Source: an optimization exercise on an open RTL-to-GDS flow (aim: small area, a short achievable clock period and few clock cycles per item). Production flows keep margins and buffers that such runs may drop.
The RTL was checked by simulation tests, not by an equivalence proof against the original design.
No activity file was given, so power comes from the tool's default toggle rates.

### flow/config.mk
export PLATFORM = sky130hd
export DESIGN_NAME = pga16
export DESIGN_NICKNAME = pga16
export VERILOG_FILES = /design/flow/design.v
export SDC_FILE = /design/flow/constraint.sdc
export NUM_CORES = 4
export LEC_CHECK = 0
export CAP_MARGIN = 20
export CORE_MARGIN = 2
export CORE_UTILIZATION = 40
export SLEW_MARGIN = 20
### flow/constraint.sdc
create_clock -name core_clock -period 33.0 [get_ports {clk}]
set_input_delay 6.6000 -clock core_clock [delete_from_list [all_inputs] [get_ports {clk}]]
set_output_delay 6.6000 -clock core_clock [all_outputs]
set_load 0.01 [all_outputs]
### flow/run.sh
#!/bin/bash
# synth_recipe.tcl (not shown) runs the flow's synth.tcl, then flattens the netlist and writes it again
# the make line also repeats each setting of config.mk as NAME=value (left out here)
make -C /OpenROAD-flow-scripts/flow DESIGN_CONFIG=/design/flow/config.mk WORK_HOME=/design/flow/orfs CLKGATE_MAP_FILE= SYNTH_SCRIPT=/design/flow/synth_recipe.tcl finish
### flow/design.v
module pga16_mac (
    input  wire [7:0]  b,        
    input  wire        hi,       
    input  wire [23:0] m,        
    input  wire [23:0] acc,      
    output wire [31:0] sum
);
    wire signed [8:0]  x = {hi & b[7], b};
    wire signed [24:0] y = {1'b0, m};
    wire signed [33:0] xy = x * y;
    assign sum = xy[31:0] + {8'd0, acc};
endmodule
module pga16_round (
    input  wire [39:0] p,        
    input  wire [5:0]  sh,       
    input  wire        hi,       
    output wire [7:0]  q
);
    wire [15:0] v = p[38:23] ^ {16{p[39]}};
    wire [15:0] mk;
    assign mk[15] = 1'b0;
    genvar i;
    generate
        for (i = 0; i < 15; i = i + 1) begin : g_mk
            assign mk[i] = mk[i+1] | v[i+1];
        end
    endgenerate
    wire [13:0] half = mk[14:1];
    wire [15:1] at_r = mk[14:0] & ~mk[15:1];
    wire        lsb  = |(at_r & p[15:1]);
    wire [39:0] t    = p + {26'd0, half} + {39'd0, lsb};
    wire [39:0] tm   = {t[39:15], t[14:0] & ~mk[14:0]};
    wire [70:0] e  = {{15{t[39]}}, tm, 16'd0};
    wire [5:0]  s8 = sh + {2'b00, hi, 3'b000};
    assign q = e[s8 +: 8];
endmodule
module pga16 (
    input  wire        clk,
    input  wire        rst,           
    input  wire        host_we,
    input  wire [3:0]  host_addr,
    input  wire [31:0] host_wdata,
    output reg  [31:0] host_rdata,
    output wire        mem_valid,
    output wire        mem_we,
    output wire [31:0] mem_addr,
    output wire [7:0]  mem_wdata,
    input  wire        mem_ready,
    input  wire [7:0]  mem_rdata,
    input  wire        mem_err
);
    localparam RN_BUF_BASE = 4'd0;
    localparam RN_BUF_LEN  = 4'd1;
    localparam RN_GAIN     = 4'd2;
    localparam RN_CTRL     = 4'd3;
    localparam RN_CMD      = 4'd4;
    localparam RN_STATUS   = 4'd5;
    localparam RN_PROGRESS = 4'd6;
    localparam ERR_ILLEGAL_CMD = 3'd1;
    localparam ERR_NULL_BUFFER = 3'd2;
    localparam ERR_GAIN_INF    = 3'd3;
    localparam ERR_ADDR_RANGE  = 3'd4;
    localparam ERR_MEM_FAULT   = 3'd5;
    reg [31:0] buf_base;
    reg [31:0] buf_len;
    reg [31:0] gain;
    reg        buf_valid;
    reg        st_busy, st_done, st_err, st_odd;
    reg [2:0]  st_errcode;
    reg [30:0] idx;
    reg [31:0] ad;                    
    reg [30:0] w_nwin;
    reg        w_sg;                  
    reg [23:0] w_m;                   
    reg [5:0]  w_sh;                  
    reg        act;                   
    reg [1:0]  ph;                    
    reg [39:0] pr;                    
    always @* begin
        case (host_addr)
            RN_BUF_BASE: host_rdata = buf_base;
            RN_BUF_LEN:  host_rdata = buf_len;
            RN_GAIN:     host_rdata = gain;
            RN_CTRL:     host_rdata = {31'd0, buf_valid};
            RN_STATUS:   host_rdata = {24'd0, 1'b0, st_errcode, st_odd, st_err, st_done, st_busy};
            RN_PROGRESS: host_rdata = {1'b0, idx};
            default:     host_rdata = 32'd0;
        endcase
    end
    wire        cmd_wr    = host_we && (host_addr == RN_CMD) && !st_busy;
    wire        stat_wr   = host_we && (host_addr == RN_STATUS);
    wire [32:0] buf_end   = {1'b0, buf_base} + {1'b0, buf_len};
    wire        range_bad = buf_end[32] && (buf_end[31:0] != 32'd0);
    reg  [2:0]  cmd_code;             
    always @* begin
        if (host_wdata != 32'h0000_0001)
            cmd_code = ERR_ILLEGAL_CMD;
        else if (!buf_valid)
            cmd_code = ERR_NULL_BUFFER;
        else if (gain[30:23] == 8'hFF)
            cmd_code = ERR_GAIN_INF;
        else if (range_bad)
            cmd_code = ERR_ADDR_RANGE;
        else
            cmd_code = 3'd0;
    end
    wire [7:0]  g_e  = gain[30:23];
    wire [7:0]  g_sh = 8'd166 - g_e;
    wire [5:0]  sh0  = (g_e < 8'd112) ? 6'd55 : (g_e >= 8'd166) ? 6'd0 : g_sh[5:0];
    wire acc_ok = act && mem_ready;
    assign mem_valid = act;
    assign mem_we    = ph[1];
    assign mem_addr  = ad;
    wire [31:0] mac;
    pga16_mac u_mac (
        .b   (mem_rdata ^ {8{w_sg}}),
        .hi  (ph[0]),
        .m   (w_m),
        .acc (ph[0] ? pr[39:16] : (w_sg ? w_m : 24'd0)),
        .sum (mac)
    );
    pga16_round u_round (
        .p  (pr),
        .sh (w_sh),
        .hi (ph[0]),
        .q  (mem_wdata)
    );
    wire [30:0] idx_inc = idx + 31'd1;
    wire        last    = (idx_inc == w_nwin);
    always @(posedge clk) begin
        if (mem_ready && !ph[1])
            pr <= {mac, pr[15:8]};
    end
    always @(posedge clk) begin
        if (rst) begin
            buf_base   <= 32'd0;
            buf_len    <= 32'd0;
            gain       <= 32'h3F80_0000;
            buf_valid  <= 1'b0;
            st_busy    <= 1'b0;
            st_done    <= 1'b0;
            st_err     <= 1'b0;
            st_odd     <= 1'b0;
            st_errcode <= 3'd0;
            idx        <= 31'd0;
            act        <= 1'b0;
            ph         <= 2'd0;
        end else begin
            if (host_we) begin
                case (host_addr)
                    RN_BUF_BASE: buf_base  <= host_wdata;
                    RN_BUF_LEN:  buf_len   <= host_wdata;
                    RN_GAIN:     gain      <= host_wdata;
                    RN_CTRL:     buf_valid <= host_wdata[0];
                    default: ;
                endcase
            end
            if (stat_wr) begin
                if (host_wdata[1]) st_done <= 1'b0;
                if (host_wdata[2]) begin
                    st_err     <= 1'b0;
                    st_errcode <= 3'd0;
                end
                if (host_wdata[3]) st_odd <= 1'b0;
            end
            if (cmd_wr) begin
                st_done <= 1'b0;
                idx     <= 31'd0;
                if (cmd_code != 3'd0) begin
                    st_err     <= 1'b1;
                    st_errcode <= cmd_code;
                    st_odd     <= 1'b0;
                end else begin
                    st_err     <= 1'b0;
                    st_errcode <= 3'd0;
                    st_odd     <= buf_len[0];
                    st_busy    <= 1'b1;
                    ad         <= buf_base;
                    w_nwin     <= buf_len[31:1];
                    w_sg       <= gain[31];
                    w_m        <= {g_e != 8'd0, gain[22:0]};
                    w_sh       <= sh0;
                    act        <= (buf_len[31:1] != 31'd0);
                    ph         <= 2'd0;
                end
            end
            if (st_busy && !act) begin
                st_busy <= 1'b0;
                st_done <= 1'b1;
            end
            if (acc_ok) begin
                if (mem_err) begin
                    act        <= 1'b0;
                    st_busy    <= 1'b0;
                    st_err     <= 1'b1;
                    st_errcode <= ERR_MEM_FAULT;
                end else begin
                    ph <= ph + 2'd1;
                    ad <= (ph == 2'd1) ? ad - 32'd1 : ad + 32'd1;
                    if (ph == 2'd3) begin
                        idx <= idx_inc;
                        if (last) begin
                            act     <= 1'b0;
                            st_busy <= 1'b0;
                            st_done <= 1'b1;
                        end
                    end
                end
            end
        end
    end
endmodule
==> flow_metrics.tcl <==
set metrics [dict create \
    dieArea_mm2 0.07081 \
    min_path_cells 2 \
    grt_usage 0.2607 \
    yosys.cell_types.count 100 \
    die_y_um 266.1 \
    min_from "gain[22]" \
    cts-root-buf "clkbuf_16" \
    ir_worst_vdd_mv 0.02813 \
    r2r_start "w_sg" \
    clock.fmax_mhz 63.87 \
    clock-sinks 272 \
    grt_overflow 0 \
    arrival_ns 9.06 \
    status "no timing/DRC/antenna violations" \
    fin_crit_sh 0.4744 \
    grt_setup_unrepaired "no" \
    fin_area_mm2 0.03049 \
    clockBufferDepth 3 \
    worst_pin_slew_ns 1.004 \
    drv_slew 0 \
    ys_seq_area_frac 0.2470 \
    ys_ff_latch 272 \
    final_nets 3705 \
    postCtsSetupBuffers 0 \
    fin_util 0.4461 \
    via_per_inst 5.929 \
    netlist_area_mm2 0.02748 \
    r2r-end "pr[38]" \
    yosysTopAreaCell "edfxtp_1" \
    grt_pass1_vias 24310 \
    areaGrowthSynthToFinish_pct 10.96 \
    drc 0 \
    synthArstFlopShare 0 \
    synth_common_cells "nand2_1 (530), a21oi_1 (240), inv_1 (208)" \
    finClkSkew_ns 0.03438 \
    cts_tree "done" \
    initial_core_util 0.4021 \
    gp_congestion 0.9614 \
    synth_top_area_share 0.1464 \
    synth_area_leaders "edfxtp_1 (15%), fa_1 (13%), dfxtp_1 (10%)" \
    hold_end "gain[22]" \
    timing.setup.tns_ns 0 \
    slew_headroom 0.3307 \
    crit_type "in -> out" \
    p_leak_nw 12.09 \
    hpwlAfterDp_mm 70.16 \
    endpoint_kind "output port" \
    routed_wl_mm 92.06 \
    syn_avg_cell_area_um2 8.284 \
    num_vias 25020 \
    synth_most_common_cell "nand2_1" \
    ant_nets 0 \
    numCtsBuffers 34 \
    synth_ff_type "dfxtp_1" \
    htreeDepth 2 \
    grt_first_pass_wirelength_mm 143.6 \
    dieWidth_um 266.1 \
    p_per_area_mw_per_mm2 28.62 \
    ctsHoldBuffers 0 \
    drt_iter0_drc 2066 \
    required_ns 26.40 \
    dr.pass1.iters 6 \
    synth_edf_count 134 \
    reg2reg_setup_slack_ns 25.05 \
    antenna_found_initial 3 \
    wl_per_cell_um 21.82 \
    drv_cap 0 \
    period_minus_slack_ns 15.66 \
    core_mm2 0.06835 \
    drive_gt1_frac 0.05997 \
    syn_inst 3317 \
    reg2regPathDepth 23 \
    ys_warn_count 1 \
    timing.hold.ws_ns 0.5073 \
    critical_path.max_fanout 20 \
    setup_viol 0 \
    grt_max_degree 91 \
    path_clk_slew_ns 0.06 \
    cts_resized 0 \
    worstSkewPairLatency_ns 0.59 \
    pin_count 123 \
    row_count 96 \
    port_buffers 122 \
    synth_fp_nets 3713 \
    worstSetupStartpointType "input port" \
    hold_viol_final 0 \
    placed_area_mm2 0.02936 \
    hp-class "reg -> reg" \
]
state kept, by name (all words and copies together) (netlist names), 2 cells and up:
| register | cells |
|---|---|
| st_errcode | 3 |
| ad | 32 |
| gain | 32 |
| buf_base | 32 |
| w_sh | 6 |
| pr | 40 |
| w_m | 24 |
| w_nwin | 31 |
| ph | 2 |
| buf_len | 32 |
| idx | 31 |
worst max path at each step:
| stage | start | to |
|---|---|---|
| after global routing | host_addr[3] | host_rdata[26] |
| final | host_addr[3] | host_rdata[22] |
| after detailed placement | host_addr[3] | host_rdata[5] |
| after floorplan | host_addr[1] | host_rdata[6] |
| after global placement | host_addr[3] | host_rdata[5] |
| after CTS | host_addr[3] | host_rdata[5] |
power breakdown:
part / total (mW) / leakage [nW] / switching [mW] / internal [mW]
combinational: 0.113 / 9.05 / 0.0682 / 0.0449
clock: 0.383 / 0.542 / 0.164 / 0.219
sequential: 0.376 / 2.51 / 0.0152 / 0.361
layout make-up:
type | instances | area (µm²)
Sequential cell | 272 | 6787
Multi-Input combinational cell | 2623 | 19110
Tap cell | 882 | 1104
Antenna cell | 2 | 5.005
Clock inverter | 19 | 203.9
Inverter | 210 | 788.3
Fill cell | 6751 | 37860
Timing Repair Buffer | 168 | 1564
Clock buffer | 43 | 925.9
critical path, stage by stage:
cell             delay, ns
clkdlybuf4s50_1       0.53
nand2b_1              0.25
nor2_2                0.45
buf_4                 0.39
a22oi_1               0.12
nand2_1               0.14
clkdlybuf4s50_1       0.57
stage by stage:
step | power, mW | setup slack (ns) | std cells
global route | 0.9018 | 17.28 | 4217
finish | 0.8727 | 17.34 | 4219
floorplan | 0.4496 | 18.50 | 3317
global placement | 0.4938 | 17.42 | 4155
CTS | 0.8753 | 17.43 | 4217
detailed placement | 0.4942 | 17.43 | 4155
cell usage in the layout (no fill, tap or decap), types with 46 or more instances in the layout:
cell / count
xor2_1: 48
and2_1: 94
nand2_1: 530
o211ai_1: 46
clkdlybuf4s50_1: 121
nor3_1: 68
xnor2_1: 107
a21oi_1: 240
ha_1: 167
fa_1: 180
nand3_1: 118
nor2_1: 175
a22oi_1: 72
inv_1: 207
o21ai_0: 106
dfxtp_1: 138
buf_4: 47
edfxtp_1: 134
logic make-up (layout without fill, tap and decap cells):
group                      after synthesis  in the layout  share of synthesized area
adders and majority gates              347            347                     0.2072
xor gates and xnor gates               160            160                    0.05100
AOI/OAI and AO/OA                      793            793                     0.1954
buffers and inverters                  422            440                    0.05992
other                                    0              2                          0
muxes                                   37             37                    0.01439
DFF                                    272            272                     0.2470
and+or+nand+nor                       1286           1286                     0.2252
metal layers:
layer,wire length (µm),global-route usage,share of wire,vias up
met2,42820,0.4336,0.47,958
li1,-,-,-,11700
met4,5239,0.1324,0.057,0
met3,6331,0.03364,0.069,232
met1,37670,0.3325,0.41,12120
met5,0,0,0,-
Testbench counts, summed over its fixed seeds: cycles 36,384, windows 8,872.

-- what the ideal ports hide --
No port has a modelled driver above. Below, the same layout with a new extraction and two added sets of constraints. Step 1 (the two cells are an assumption about what drives the block):
set clk [get_ports {clk}]
set_driving_cell -lib_cell sky130_fd_sc_hd__clkbuf_16 $clk
set_driving_cell -lib_cell sky130_fd_sc_hd__buf_2 [delete_from_list [all_inputs] $clk]
Step 2 moves the port delays by t, midway between the first and last clock arrival at a register: inputs arrive t later, outputs are due t later. That takes back most of the time a late clock gives input paths. Three values: ideal, step 1, step 2; two values: the first two.
shift t [ns]: 0.631
setup slack, ns: 17.344 / 17.321 / 17.321
worst hold slack (ns): 0.507 / 0.507 / 0.507
clock arrival spread, ns: 0.035 / 0.035
After both steps this run still meets setup and hold. For this run, drivers alone change the setup slack by -0.023 ns; drivers and shift together by -0.023 ns.
